Source: an optimization exercise on an open RTL-to-GDS flow (aim: small area, a short achievable clock period and few clock cycles per item). Production flows keep margins and buffers that such runs may drop.
The RTL was checked by simulation tests, not by an equivalence proof against the original design.
Power is estimated from default activity; no workload was simulated.

## run E
==> flow/design.v (excerpt) <==
module etrle_enc (
    input  wire       clk,
    input  wire       rst,
    input  wire       in_valid,
    output wire       in_ready,
    input  wire [7:0] in_data,
    input  wire       in_last,     
    input  wire       in_empty,    
    output wire       out_valid,
    input  wire       out_ready,
    output wire [7:0] out_data
);
    localparam integer N  = 129;    
    localparam integer QW = 2;      
    reg  [9*N-1:0] ring;
    wire [8:0] tap = ring[9*N-1 -: 9];      
    wire [8:0] s0  = ring[8:0];             
    wire tap_v = tap[8];
    wire tap_p = !tap[8] && tap[0];
    wire s0_empty = !s0[8] && !s0[0];
    reg       r_v, r2_v;
    reg [7:0] r_d, r2_d;
    reg       r_nz, r2_nz;     
    reg       r_last, r_empty, r2_last, r2_empty;
    reg       in_rdy;
    reg       h_v;
    reg [7:0] h_d;
    reg       h_last, h_empty;
    reg       hz;          
    reg       rn126;       
    reg       lnz;         
    reg       run_lit, run_zero;
    reg [6:0] run_n;
    reg       doneP, doneDZ;
    reg [6:0]    lq [0:(1<<QW)-1];
    reg [QW:0]   lq_rd, lq_wr;      
    wire lq_full  = (lq_wr == {~lq_rd[QW], lq_rd[QW-1:0]});
    wire lq_empty = (lq_wr == lq_rd);
    reg [7:0] k;           
    reg       k1;          
    reg       rwait;       
    reg       flush;       
    reg [7:0] wcnt;
    reg       ov;
    reg [7:0] od;
    reg [7:0] oh;
    wire rnz    = r_nz;
    wire need_r = !h_empty && !h_last && hz;
    wire cls_ok = h_v && (!need_r || r_v);
    wire lit    = !h_empty && (!hz || (!h_last && lnz && rnz));
    wire zend   = h_last || rnz || (run_zero && rn126);
    wire [6:0] zn = run_zero ? run_n + 7'd1 : 7'd1;
  ...
==> module etrle_enc, before the edit <==
module etrle_enc (
    input  wire       clk,
    input  wire       rst,
    input  wire       in_valid,
    output wire       in_ready,
    input  wire [7:0] in_data,
    input  wire       in_last,     
    input  wire       in_empty,    
    output wire       out_valid,
    input  wire       out_ready,
    output wire [7:0] out_data
);
    localparam integer N  = 129;    
    localparam integer QW = 2;      
    reg  [9*N-1:0] ring;
    wire [8:0] tap = ring[9*N-1 -: 9];      
    wire [8:0] s0  = ring[8:0];             
    wire tap_v = tap[8];
    wire tap_p = !tap[8] && tap[0];
    wire s0_empty = !s0[8] && !s0[0];
    reg       r_v, r2_v;
    reg [7:0] r_d, r2_d;
    reg       r_nz, r2_nz;     
    reg       r_last, r_empty, r2_last, r2_empty;
    reg       in_rdy;
    reg       h_v;
    reg [7:0] h_d;
    reg       h_last, h_empty;
    reg       hz;          
    reg       rn126;       
    reg       lnz;         
    reg       run_lit, run_zero;
    reg [6:0] run_n;
    reg       doneP, doneDZ;
    reg [6:0]    lq [0:(1<<QW)-1];
    reg [QW:0]   lq_rd, lq_wr;      
    wire lq_full  = (lq_wr == {~lq_rd[QW], lq_rd[QW-1:0]});
    wire lq_empty = (lq_wr == lq_rd);
    reg [7:0] k;           
    reg       k1;          
    reg       rwait;       
    reg       flush;       
    reg [7:0] wcnt;
    reg       ov;
    reg [7:0] od;
    reg [7:0] oh;
    wire rnz    = r_nz;
    wire need_r = !h_empty && !h_last && hz;
    wire cls_ok = h_v && (!need_r || r_v);
    wire lit    = !h_empty && (!hz || (!h_last && lnz && rnz));
    wire zend   = h_last || rnz || (run_zero && rn126);
    wire [6:0] zn = run_zero ? run_n + 7'd1 : 7'd1;
    wire needP = lit && !run_lit;
    wire needZ = !h_empty && !lit && zend;
    wire needE = h_empty || h_last;
    wire selP  = needP && !doneP && !doneDZ;
    wire selDZ = !selP && (lit || needZ) && !doneDZ;
    wire selE  = !selP && !selDZ && needE;
    wire have_item = selP || selDZ || selE;
    wire is_last   = selE || (selDZ && !needE) || !have_item;
    wire [8:0] item = selP  ? 9'h001 :
                      selDZ ? (lit ? {1'b1, h_d} : {2'b11, zn}) :
                              9'h100;
    wire closeD = selDZ && lit && (rn126 || h_last);
    wire closeZ = !lit && !h_empty && run_lit && (needZ ? selDZ : !have_item);
    wire pushc  = closeD || closeZ;
    wire [6:0] push_val = closeD ? run_n + 7'd1 : run_n;
    wire sync   = !rwait;
    wire wr_ok  = s0_empty && (k1 || (sync && !(selDZ && lit)));
    wire commit = cls_ok && (!have_item || wr_ok) && (!pushc || !lq_full);
    wire push   = commit && pushc;
    wire write  = commit && have_item;
    wire advance = commit && is_last;
    wire take_r = r_v && (!h_v || advance);
    wire accept = in_valid && in_rdy;
    wire in_nz  = (in_data != 8'd0);
    assign in_ready = in_rdy;
    wire can_load = !ov || out_ready;
    wire act      = !flush && (!rwait || wcnt == 8'd0);
    wire rd_data  = act && tap_v && can_load;
    wire rd_ctrl  = act && tap_p && can_load && !lq_empty;
    wire stuck    = act && (tap_v || tap_p) && !rd_data && !rd_ctrl;
    wire cons     = rd_data || rd_ctrl || flush || rst;
    wire pop      = rd_ctrl;
    assign out_valid = ov;
    assign out_data  = od;
    integer i;
    always @(posedge clk) begin
        ring[9*N-1:18] <= ring[9*(N-1)-1:9];
        ring[17:9]     <= write ? item : s0;
        ring[8:0]      <= {tap[8] & ~cons, tap[7:1], tap[0] & ~cons};
        if (push) lq[lq_wr[QW-1:0]] <= push_val;
        if (take_r || !r_v) begin
            r_d     <= r2_v ? r2_d     : in_data;
            r_nz    <= r2_v ? r2_nz    : in_nz;
            r_last  <= r2_v ? r2_last  : in_last;
            r_empty <= r2_v ? r2_empty : in_empty;
        end
        if (!r2_v) begin
            r2_d     <= in_data;
            r2_nz    <= in_nz;
            r2_last  <= in_last;
            r2_empty <= in_empty;
        end
        if (take_r) begin
            h_d     <= r_d;
            hz      <= !r_nz;
            h_last  <= r_last;
            h_empty <= r_empty;
        end
        if (rd_data || rd_ctrl) begin
            od <= rd_data ? tap[7:0] : {1'b0, lq[lq_rd[QW-1:0]]};
            oh <= ~(rd_data ? tap[7:0] : {1'b0, lq[lq_rd[QW-1:0]]});
        end else begin
            od <= ~oh;
        end
        if (rst) begin
            r_v      <= 1'b0;
            r2_v     <= 1'b0;
            in_rdy   <= 1'b1;
            rn126    <= 1'b0;
            h_v      <= 1'b0;
            lnz      <= 1'b0;
            run_lit  <= 1'b0;
            run_zero <= 1'b0;
            doneP    <= 1'b0;
            doneDZ   <= 1'b0;
            lq_rd    <= 0;
            lq_wr    <= 0;
            k        <= 8'd0;
            k1       <= 1'b0;
            rwait    <= 1'b0;
            flush    <= 1'b1;
            wcnt     <= N - 2;
            ov       <= 1'b0;
        end else begin
            if (take_r) begin
                r_v  <= r2_v || accept;
                r2_v <= 1'b0;
                in_rdy <= 1'b1;
            end else if (accept) begin
                r_v  <= 1'b1;
                r2_v <= r_v;
                in_rdy <= !r_v;
            end
            if (take_r)       h_v <= 1'b1;
            else if (advance) h_v <= 1'b0;
            if (commit) begin
                if (selP) begin
                    doneP   <= 1'b1;
                    run_lit <= 1'b1;
                    run_n   <= 7'd0;
                    rn126   <= 1'b0;
                end else if (selDZ && lit) begin
                    doneDZ  <= 1'b1;
                    run_n   <= run_n + 7'd1;
                    rn126   <= (run_n == 7'd125);
                    if (closeD) run_lit <= 1'b0;
                end else if (selDZ) begin
                    doneDZ   <= 1'b1;
                    run_lit  <= 1'b0;
                    run_zero <= 1'b0;
                end else if (!have_item && !h_empty) begin
                    run_lit  <= 1'b0;
                    run_zero <= 1'b1;
                    run_n    <= zn;
                    rn126    <= run_zero ? (run_n == 7'd125) : 1'b0;
                end
                if (advance) begin
                    doneP  <= 1'b0;
                    doneDZ <= 1'b0;
                    lnz    <= !h_empty && !h_last && !hz;
                end
            end
            if (push) lq_wr <= lq_wr + 1'b1;
            if (pop)  lq_rd <= lq_rd + 1'b1;
            k  <= write ? 8'd1 : (k == N - 1) ? 8'd0 : k + 8'd1;
            k1 <= write || (k == 8'd0);
            if (flush) begin
                if (wcnt == 8'd0) flush <= 1'b0;
                else              wcnt  <= wcnt - 8'd1;
            end else if (stuck) begin
                rwait <= 1'b1;
                wcnt  <= N - 1;
            end else if (act) begin
                rwait <= 1'b0;
            end else begin
                wcnt <= wcnt - 8'd1;
            end
            if (rd_data || rd_ctrl) ov <= 1'b1;
            else if (out_ready)     ov <= 1'b0;
        end
    end
endmodule
make LEC_CHECK=0 CAP_MARGIN=20 CORE_MARGIN=2 CORE_UTILIZATION=65 CTS_BUF_LIST=sky130_fd_sc_hd__clkbuf_16 CTS_CLUSTER_DIAMETER=80 CTS_CLUSTER_SIZE=32 PLACE_DENSITY=0.75 SETUP_SLACK_MARGIN=5 SLEW_MARGIN=20 finish   # period 8.0 ns
run.sh (not shown) runs the stock make flow with config.mk's settings and CLKGATE_MAP_FILE= SYNTH_SCRIPT=/design/flow/synth_recipe.tcl, a recipe that flattens the netlist after the stock synthesis.
Testbench counts of run E, summed over its fixed seeds: cycles 126,512, bytes 119,443.
Input-level comparison between run F and run E:
diff --git a/flow/design.v b/flow/design.v
--- a/flow/design.v
+++ b/flow/design.v
@@ -40,13 +40,12 @@
     reg       k1;          
     reg       rwait;       
     reg       flush;       
     reg [7:0] wcnt;
     reg       ov;
     reg [7:0] od;
-    reg [7:0] oh;
     wire rnz    = r_nz;
     wire need_r = !h_empty && !h_last && hz;
     wire cls_ok = h_v && (!need_r || r_v);
     wire lit    = !h_empty && (!hz || (!h_last && lnz && rnz));
     wire zend   = h_last || rnz || (run_zero && rn126);
     wire [6:0] zn = run_zero ? run_n + 7'd1 : 7'd1;
@@ -87,17 +86,22 @@
     integer i;
     always @(posedge clk) begin
         ring[9*N-1:18] <= ring[9*(N-1)-1:9];
         ring[17:9]     <= write ? item : s0;
         ring[8:0]      <= {tap[8] & ~cons, tap[7:1], tap[0] & ~cons};
         if (push) lq[lq_wr[QW-1:0]] <= push_val;
-        if (take_r || !r_v) begin
-            r_d     <= r2_v ? r2_d     : in_data;
-            r_nz    <= r2_v ? r2_nz    : in_nz;
-            r_last  <= r2_v ? r2_last  : in_last;
-            r_empty <= r2_v ? r2_empty : in_empty;
+        if (take_r ? !r2_v : !r_v) begin
+            r_d     <= in_data;
+            r_nz    <= in_nz;
+            r_last  <= in_last;
+            r_empty <= in_empty;
+        end else if (take_r) begin
+            r_d     <= r2_d;
+            r_nz    <= r2_nz;
+            r_last  <= r2_last;
+            r_empty <= r2_empty;
         end
         if (!r2_v) begin
             r2_d     <= in_data;
             r2_nz    <= in_nz;
             r2_last  <= in_last;
             r2_empty <= in_empty;
@@ -105,18 +109,14 @@
         if (take_r) begin
             h_d     <= r_d;
             hz      <= !r_nz;
             h_last  <= r_last;
             h_empty <= r_empty;
         end
-        if (rd_data || rd_ctrl) begin
+        if (rd_data || rd_ctrl)
             od <= rd_data ? tap[7:0] : {1'b0, lq[lq_rd[QW-1:0]]};
-            oh <= ~(rd_data ? tap[7:0] : {1'b0, lq[lq_rd[QW-1:0]]});
-        end else begin
-            od <= ~oh;
-        end
         if (rst) begin
             r_v      <= 1'b0;
             r2_v     <= 1'b0;
             in_rdy   <= 1'b1;
             rn126    <= 1'b0;
             h_v      <= 1'b0;
==> comparison <==
In summary, run F completed successfully, with a layout that passed the timing, DRC and antenna checks.
Run comparison: run E slowest cell on the critical path sky130_fd_sc_hd__dfxtp_2; run F slowest cell on the critical path sky130_fd_sc_hd__edfxtp_1
Summary of run F over run E: die area fell 0.51%; first-pass GRT wire length now sits at about the same level.
Sort run F and run E by timing-limited maximum frequency desc -> top: run E
Diff run F..run E | part of the total power dissipated in combinational logic | negligible
Relative to run E, clock group share of total power has increased by 0.5 points in run F.
Per the comparison of run F with run E, final cycle utilization of the critical path now larger; vertical die dimension held steady.
Going from run E to run F, the number of synthesized flops with an enable pin was found to have gone up by 11.
As far as core utilization is concerned, run E and run F perform about the same.
Simple-gate area share of the yosys netlist: run F vs run E — no meaningful difference
A destination of the critical timing path of out_data[2] is what run E shows, while out_data[3] belongs to run F.
Testbench counts of run F, summed over its fixed seeds: cycles 126,512, bytes 119,443.

afterwards: timing with drivers on the ports:
Ports are ideal in the flow. The routed layouts listed here were re-timed in OpenROAD.
Step 1 (the two cells are an assumption about what drives the block):
set clk [get_ports {clk}]
set_driving_cell -lib_cell sky130_fd_sc_hd__clkbuf_16 $clk
set_driving_cell -lib_cell sky130_fd_sc_hd__buf_2 [delete_from_list [all_inputs] $clk]
Step 2, shift: input delay + t, output delay - t, t = (earliest + latest rising clock arrival at the registers) / 2. This alone moves slack from input paths to output paths.
Slacks: no drivers / after step 1 / after step 2; pairs: no drivers / after step 1.
run	t (ns)	setup slack, ns	worst data-port slew with drivers (ns)	pins driven straight from the clock port
run E	0.649	5.109 / 5.058 / 4.651	0.03	1
run F	0.649	5.035 / 4.981 / 4.765	0.03	1
After both steps every run listed still meets setup and hold. For run E, which loses most, drivers alone change the setup slack by -0.051 ns; drivers and shift together by -0.458 ns.
